What follows belongs to an exercise in optimizing a design on an open flow for small area; a production flow would make more cautious choices. Only simulation tests tie the RTL to the original design; equivalence was not proved. The flow treats the clock pin as an ideal source, which a real chip does not have. Power figures rest on the tool's default switching activity, not on a simulated workload.

== before ==
==> module rdt3_frame_decoder, before the edit <==
module rdt3_frame_decoder (
    input  wire        clk,
    input  wire        rst,
    input  wire        in_valid,
    output wire        in_ready,
    input  wire [31:0] in_data,
    input  wire [2:0]  in_nbytes,    
    input  wire        in_last,
    output wire        out_valid,
    input  wire        out_ready,
    output wire [31:0] out_seq,
    output wire [31:0] out_ack,
    output wire        out_is_ack,
    output wire [31:0] out_digest,
    output wire [31:0] out_crc,
    output wire        out_corrupt,
    output wire        out_malformed,
    output wire [15:0] out_len,
    output wire [15:0] out_poff,
    output wire [15:0] out_plen
);
    localparam [1:0] PH_CLR = 2'd0, PH_RX = 2'd1, PH_FIN = 2'd2, PH_OUT = 2'd3;
    reg  [1:0]  ph;
    reg  [4:0]  t;           
    reg  [1:0]  bi;          
    reg         rdy;         
    reg  [2:0]  np;          
    reg  [3:0]  nd;          
    reg         neg;         
    reg         bad;         
    reg         d1, d2, d3;  
    reg  [1:0]  cy;          
    reg         ic;          
    reg         diff;        
    reg         isack;
    reg  [31:0] S, A, D, C;  
    reg  [10:0] L;           
    reg  [5:0]  P;           
    wire t31 = (t == 5'd31);
    wire [7:0] cur   = in_data[8*bi +: 8];
    wire       slot  = (ph == PH_RX) && in_valid && !rdy && (in_nbytes != 3'd0);
    wire       lastb = ({1'b0, bi} + 3'd1 == in_nbytes);
    wire       is_pipe  = (cur == 8'h7C);
    wire       is_minus = (cur == 8'h2D);
    wire       is_digit = (cur[7:4] == 4'h3) && (cur[3:0] <= 4'd9);
    wire       hdr   = !np[2];
    wire       bit_t = cur[t[2:0]];
    wire       fin = (ph == PH_FIN);
    wire       clr = (ph == PH_CLR);
    wire       mal = bad || !np[2];
    wire       xr   = (np[1:0] == 2'd0) ? S[0] : (np[1:0] == 2'd1) ? A[0] : D[0];
    wire       x    = (nd == 4'd0) ? 1'b0 : xr;     
    wire       dbit = (t[4:2] == 3'd0) && bit_t;
    wire [2:0] tot  = {2'b0, d1} + {2'b0, d3} + {2'b0, dbit} + {1'b0, cy};
    wire       nbit = xr ^ d1;                        
    wire       nseen = xr | d1;
    wire       acc_step = slot && hdr && is_digit && (np[1:0] != 2'd2);
    wire       neg_step = slot && hdr && is_pipe && neg;
    wire       fbit = is_pipe ? nbit : tot[0];
    wire       isum = L[0] ^ ic;
    wire       t_lo = (t < 5'd11);
    wire        crc_step = slot && np[2] && !bad && (t[4:3] == 2'd0);
    wire        cin  = C[0] ^ bit_t;
    wire        fb   = crc_step && !cin;
    wire [31:0] C_sh = {clr ? 1'b0 : fin ? C[0] : cin, C[31:1]} ^ ({32{fb}} & 32'h6DB88320);
    wire S_A_msb = np[0] ? A[31] : S[31];
    wire S_en = (acc_step || neg_step) && (np[1:0] == 2'd0) || fin && mal;
    wire A_en = (acc_step || neg_step) && (np[1:0] == 2'd1) || fin && mal;
    wire D_en = acc_step && (np[1:0] == 2'd3) || fin;
    wire C_en = crc_step || fin && !mal || clr;
    wire L_en = slot && t_lo || clr;
    wire P_en = slot && (t[4:3] == 2'd0) && (t[2:1] != 2'd3) && is_pipe && (np == 3'd3) || clr || fin && mal;
    always @(posedge clk) begin
        if (S_en) S <= {fin ? 1'b1 : fbit, S[31:1]};
        if (A_en) A <= {fin ? 1'b1 : fbit, A[31:1]};
        if (D_en) D <= {fin ? (D[0] && !mal) : tot[0], D[31:1]};
        if (C_en) C <= C_sh;
        if (L_en) L <= {!clr && isum, L[10:1]};
        if (P_en) P <= {!clr && !fin && isum, P[5:1]};
    end
    always @(posedge clk) begin
        if (rst) begin
            ph  <= PH_CLR;
            t   <= 5'd0;
            rdy <= 1'b0;
            bi  <= 2'd0;
        end else begin
            case (ph)
                PH_CLR: begin
                    t <= t + 5'd1;
                    if (t31) ph <= PH_RX;
                end
                PH_RX: begin
                    if (rdy) begin
                        if (in_valid) begin
                            rdy <= 1'b0;
                            if (in_last) ph <= PH_FIN;
                        end
                    end else if (slot) begin
                        t <= t + 5'd1;
                        if (t31) begin
                            bi <= bi + 2'd1;
                            if (lastb) begin
                                bi  <= 2'd0;
                                rdy <= 1'b1;
                            end
                        end
                    end else if (in_valid) begin
                        rdy <= 1'b1;
                    end
                end
                PH_FIN: begin
                    t <= t + 5'd1;
                    if (t31) ph <= PH_OUT;
                end
                default: begin
                    if (out_ready) ph <= PH_CLR;
                end
            endcase
        end
    end
    always @(posedge clk) begin
        if (clr || fin || slot) begin
            if (t31) begin
                d1 <= 1'b0; d2 <= 1'b0; d3 <= 1'b0; cy <= 2'd0;
            end else if (neg_step) begin
                d1 <= nseen;
            end else begin
                d1 <= x; d2 <= d1; d3 <= d2; cy <= tot[2:1];
            end
            ic <= t31 || (L[0] && ic);
        end
        if (clr) begin
            np    <= 3'd0;
            nd    <= 4'd0;
            neg   <= 1'b0;
            bad   <= 1'b0;
            diff  <= 1'b0;
        end else if (fin) begin
            if (!mal) diff <= diff || (C[0] ^ D[0]);
            if (mal) isack <= 1'b0;
        end else if (slot && hdr) begin
            if (acc_step && t31 &&
                (x || d1 || d2 || tot[2] || tot[1]))
                bad <= 1'b1;                        
            if (t31) begin
                if (is_pipe) begin
                    if (nd == 4'd0) bad <= 1'b1;
                    if (np[1] == 1'b0 && (neg ? (nseen && !nbit) : S_A_msb))
                        bad <= 1'b1;                
                    np  <= np + 3'd1;
                    nd  <= 4'd0;
                    neg <= 1'b0;
                end else if (is_digit) begin
                    nd <= nd + 4'd1;
                    if (nd == 4'd10) bad <= 1'b1;
                    if (np[1:0] == 2'd2) begin
                        isack <= cur[0];
                        if (nd != 4'd0 || cur[3:1] != 3'd0) bad <= 1'b1;
                    end
                end else if (is_minus && nd == 4'd0 && !neg && np[1] == 1'b0) begin
                    neg <= 1'b1;
                end else begin
                    bad <= 1'b1;
                end
            end
        end
    end
    assign in_ready      = rdy;
    assign out_valid     = (ph == PH_OUT);
    assign out_seq       = S;
    assign out_ack       = A;
    assign out_is_ack    = isack;
    assign out_digest    = D;
    assign out_crc       = C;
    assign out_corrupt   = mal || diff;
    assign out_malformed = mal;
    assign out_len       = {5'd0, L};
    assign out_poff      = {10'd0, P};
    wire [10:0] bw;
    wire [9:0]  plen;
    genvar gi;
    generate
        for (gi = 0; gi < 10; gi = gi + 1) begin : g_plen
            wire pb = (gi < 6) ? P[gi] : 1'b0;
            wire bin = (gi == 0) ? 1'b0 : bw[gi];
            assign plen[gi]  = L[gi] ^ pb ^ bin;
            assign bw[gi+1] = (!L[gi] && (pb || bin)) || (pb && bin);
        end
    endgenerate
    assign out_plen      = {6'd0, plen & {10{!mal}}};
endmodule
==> flow/config.mk <==
export PLATFORM = sky130hd
export DESIGN_NAME = rdt3_frame_decoder
export DESIGN_NICKNAME = rdt3_frame_decoder
export VERILOG_FILES = /design/flow/design.v
export SDC_FILE = /design/flow/constraint.sdc
export NUM_CORES = 4
export LEC_CHECK = 0
export CAP_MARGIN = 20
export CORE_MARGIN = 2
export CORE_UTILIZATION = 45
export PLACE_DENSITY = 0.85
export SLEW_MARGIN = 20
==> flow/constraint.sdc <==
create_clock -name core_clock -period 10.0 [get_ports {clk}]
set_input_delay 2.0000 -clock core_clock [delete_from_list [all_inputs] [get_ports {clk}]]
set_output_delay 2.0000 -clock core_clock [all_outputs]
set_load 0.01 [all_outputs]
standard.sh (not shown) runs the stock make flow with config.mk's settings and CLKGATE_MAP_FILE= SYNTH_SCRIPT=/design/flow/synth_recipe.tcl, a recipe that flattens the netlist after the stock synthesis.
==> flow/flow/run.sh <==
#!/bin/bash
# Layout flow: the standard ORFS layout (standard.sh) with these changes:
#  - synthesis: the standard synthesis script, except that the final ABC
#    mapping uses an area script (flow/synth_area.tcl, flow/abc_area.script) and
#    Yosys's full-adder extraction is skipped (ADDER_MAP_FILE empty); the
#    registers are the same as the standard synthesis's;
#  - every port is buffered by the smallest buffer (buf_1);
#  - constant outputs share one tie cell (SKIP_REPAIR_TIE_FANOUT);
#  - the clock tree is built from clkbuf_8 leaves under a clkbuf_16 root, with
#    no dummy loads, and then each clock buffer is shrunk to the smallest one
#    that keeps clock-pin slews under 105 ps (as estimated after placement), leaf buffers first (flow/downsize.tcl, a POST_CTS hook).
# Make's full output goes to flow_make.log; ORFS's per-step logs are under orfs/logs.
set -euo pipefail
here=$(pwd)
bash standard.sh \
  SYNTH_SCRIPT="$here/flow/synth_area.tcl" \
  ADDER_MAP_FILE= \
  BUFFER_PORTS_ARGS="-buffer_cell sky130_fd_sc_hd__buf_1" \
  SKIP_REPAIR_TIE_FANOUT=1 \
  CTS_ARGS="-sink_clustering_enable -repair_clock_nets -buf_list sky130_fd_sc_hd__clkbuf_8 -root_buf sky130_fd_sc_hd__clkbuf_16 -dont_use_dummy_load" \
  POST_CTS_TCL="$here/flow/downsize.tcl" \
  finish > flow_make.log 2>&1
Other scripts of this flow, unchanged in this note and not shown: flow/flow/abc_area.script, flow/flow/downsize.tcl, flow/flow/synth_area.tcl
[inputs] after vs before
--- a/flow/design.v
+++ b/flow/design.v
@@ -31,7 +31,6 @@
     reg         d1, d2, d3;  
     reg  [1:0]  cy;          
     reg         ic;          
-    reg         diff;        
     reg         isack;
     reg  [31:0] S, A, D, C;  
     reg  [10:0] L;           
@@ -48,32 +47,29 @@
     wire       fin = (ph == PH_FIN);
     wire       clr = (ph == PH_CLR);
     wire       mal = bad || !np[2];
-    wire       xr   = (np[1:0] == 2'd0) ? S[0] : (np[1:0] == 2'd1) ? A[0] : D[0];
-    wire       x    = (nd == 4'd0) ? 1'b0 : xr;     
+    wire       x    = (nd == 4'd0) ? 1'b0 : D[0];   
     wire       dbit = (t[4:2] == 3'd0) && bit_t;
     wire [2:0] tot  = {2'b0, d1} + {2'b0, d3} + {2'b0, dbit} + {1'b0, cy};
-    wire       nbit = xr ^ d1;                        
-    wire       nseen = xr | d1;
+    wire       nbit = D[0] ^ (neg && d1);             
+    wire       nseen = D[0] | d1;
     wire       acc_step = slot && hdr && is_digit && (np[1:0] != 2'd2);
-    wire       neg_step = slot && hdr && is_pipe && neg;
-    wire       fbit = is_pipe ? nbit : tot[0];
+    wire       mov_step = slot && hdr && is_pipe && !np[1];
     wire       isum = L[0] ^ ic;
     wire       t_lo = (t < 5'd11);
     wire        crc_step = slot && np[2] && !bad && (t[4:3] == 2'd0);
     wire        cin  = C[0] ^ bit_t;
     wire        fb   = crc_step && !cin;
     wire [31:0] C_sh = {clr ? 1'b0 : fin ? C[0] : cin, C[31:1]} ^ ({32{fb}} & 32'h6DB88320);
-    wire S_A_msb = np[0] ? A[31] : S[31];
-    wire S_en = (acc_step || neg_step) && (np[1:0] == 2'd0) || fin && mal;
-    wire A_en = (acc_step || neg_step) && (np[1:0] == 2'd1) || fin && mal;
-    wire D_en = acc_step && (np[1:0] == 2'd3) || fin;
+    wire S_en = mov_step && !np[0] || fin && mal;
+    wire A_en = mov_step && np[0] || fin && mal;
+    wire D_en = acc_step || mov_step || fin;
     wire C_en = crc_step || fin && !mal || clr;
     wire L_en = slot && t_lo || clr;
     wire P_en = slot && (t[4:3] == 2'd0) && (t[2:1] != 2'd3) && is_pipe && (np == 3'd3) || clr || fin && mal;
     always @(posedge clk) begin
-        if (S_en) S <= {fin ? 1'b1 : fbit, S[31:1]};
-        if (A_en) A <= {fin ? 1'b1 : fbit, A[31:1]};
-        if (D_en) D <= {fin ? (D[0] && !mal) : tot[0], D[31:1]};
+        if (S_en) S <= {fin || nbit, S[31:1]};
+        if (A_en) A <= {fin || nbit, A[31:1]};
+        if (D_en) D <= {(fin || mov_step) ? (D[0] && !(fin && mal)) : tot[0], D[31:1]};
         if (C_en) C <= C_sh;
         if (L_en) L <= {!clr && isum, L[10:1]};
         if (P_en) P <= {!clr && !fin && isum, P[5:1]};
@@ -123,21 +119,22 @@
         if (clr || fin || slot) begin
             if (t31) begin
                 d1 <= 1'b0; d2 <= 1'b0; d3 <= 1'b0; cy <= 2'd0;
-            end else if (neg_step) begin
+            end else if (mov_step) begin
                 d1 <= nseen;
             end else begin
                 d1 <= x; d2 <= d1; d3 <= d2; cy <= tot[2:1];
             end
-            ic <= t31 || (L[0] && ic);
+            if (fin)
+                ic <= (ic && t != 5'd0) || (C[0] ^ D[0]);
+            else
+                ic <= t31 || (L[0] && ic);
         end
         if (clr) begin
             np    <= 3'd0;
             nd    <= 4'd0;
             neg   <= 1'b0;
             bad   <= 1'b0;
-            diff  <= 1'b0;
         end else if (fin) begin
-            if (!mal) diff <= diff || (C[0] ^ D[0]);
             if (mal) isack <= 1'b0;
         end else if (slot && hdr) begin
             if (acc_step && t31 &&
@@ -146,7 +143,7 @@
             if (t31) begin
                 if (is_pipe) begin
                     if (nd == 4'd0) bad <= 1'b1;
-                    if (np[1] == 1'b0 && (neg ? (nseen && !nbit) : S_A_msb))
+                    if (np[1] == 1'b0 && (neg ? (nseen && !nbit) : nbit))
                         bad <= 1'b1;                
                     np  <= np + 3'd1;
                     nd  <= 4'd0;
@@ -173,7 +170,7 @@
     assign out_is_ack    = isack;
     assign out_digest    = D;
     assign out_crc       = C;
-    assign out_corrupt   = mal || diff;
+    assign out_corrupt   = mal || ic;
     assign out_malformed = mal;
     assign out_len       = {5'd0, L};
     assign out_poff      = {10'd0, P};
==> comparison <==
From before to after the numbers moved as follows: cell depth of the worst setup path climbed 1, sequential fraction of total cell area climbed 0.74 points.
Die area: after vs before down 1.1%
Combinational cell power: higher on before
after vs before: total power after layout down
P[1]$_DFFE_PP_ as the origin of the worst setup path was reported by before, and L[0]$_DFFE_PP_ by after.

## afterwards: timing with drivers on the ports
How much do the figures lean on ideal ports? The routed layouts below were timed once more, with nothing changed but the port constraints. Step 1: set_driving_cell puts a clkbuf_16 on clk and a buf_2 on each other input, an assumption about the parent block. Step 2 also shifts input and output timing later by t, the mid clock arrival at the registers, as if the neighbouring blocks saw the same clock. Three values: ideal ports, drivers, drivers and shift; two values: the first two.
| run | t (ns) | slack for setup (ns) | worst data-port slew with drivers (ns) | pins driven straight from the clock port |
|---|---|---|---|---|
| before | 0.397 | 4.454 / 4.414 / 4.811 | 0.05 | 1 |
| after | 0.453 | 4.799 / 4.765 / 5.217 | 0.04 | 1 |
After both steps setup and hold are still met in every run listed.
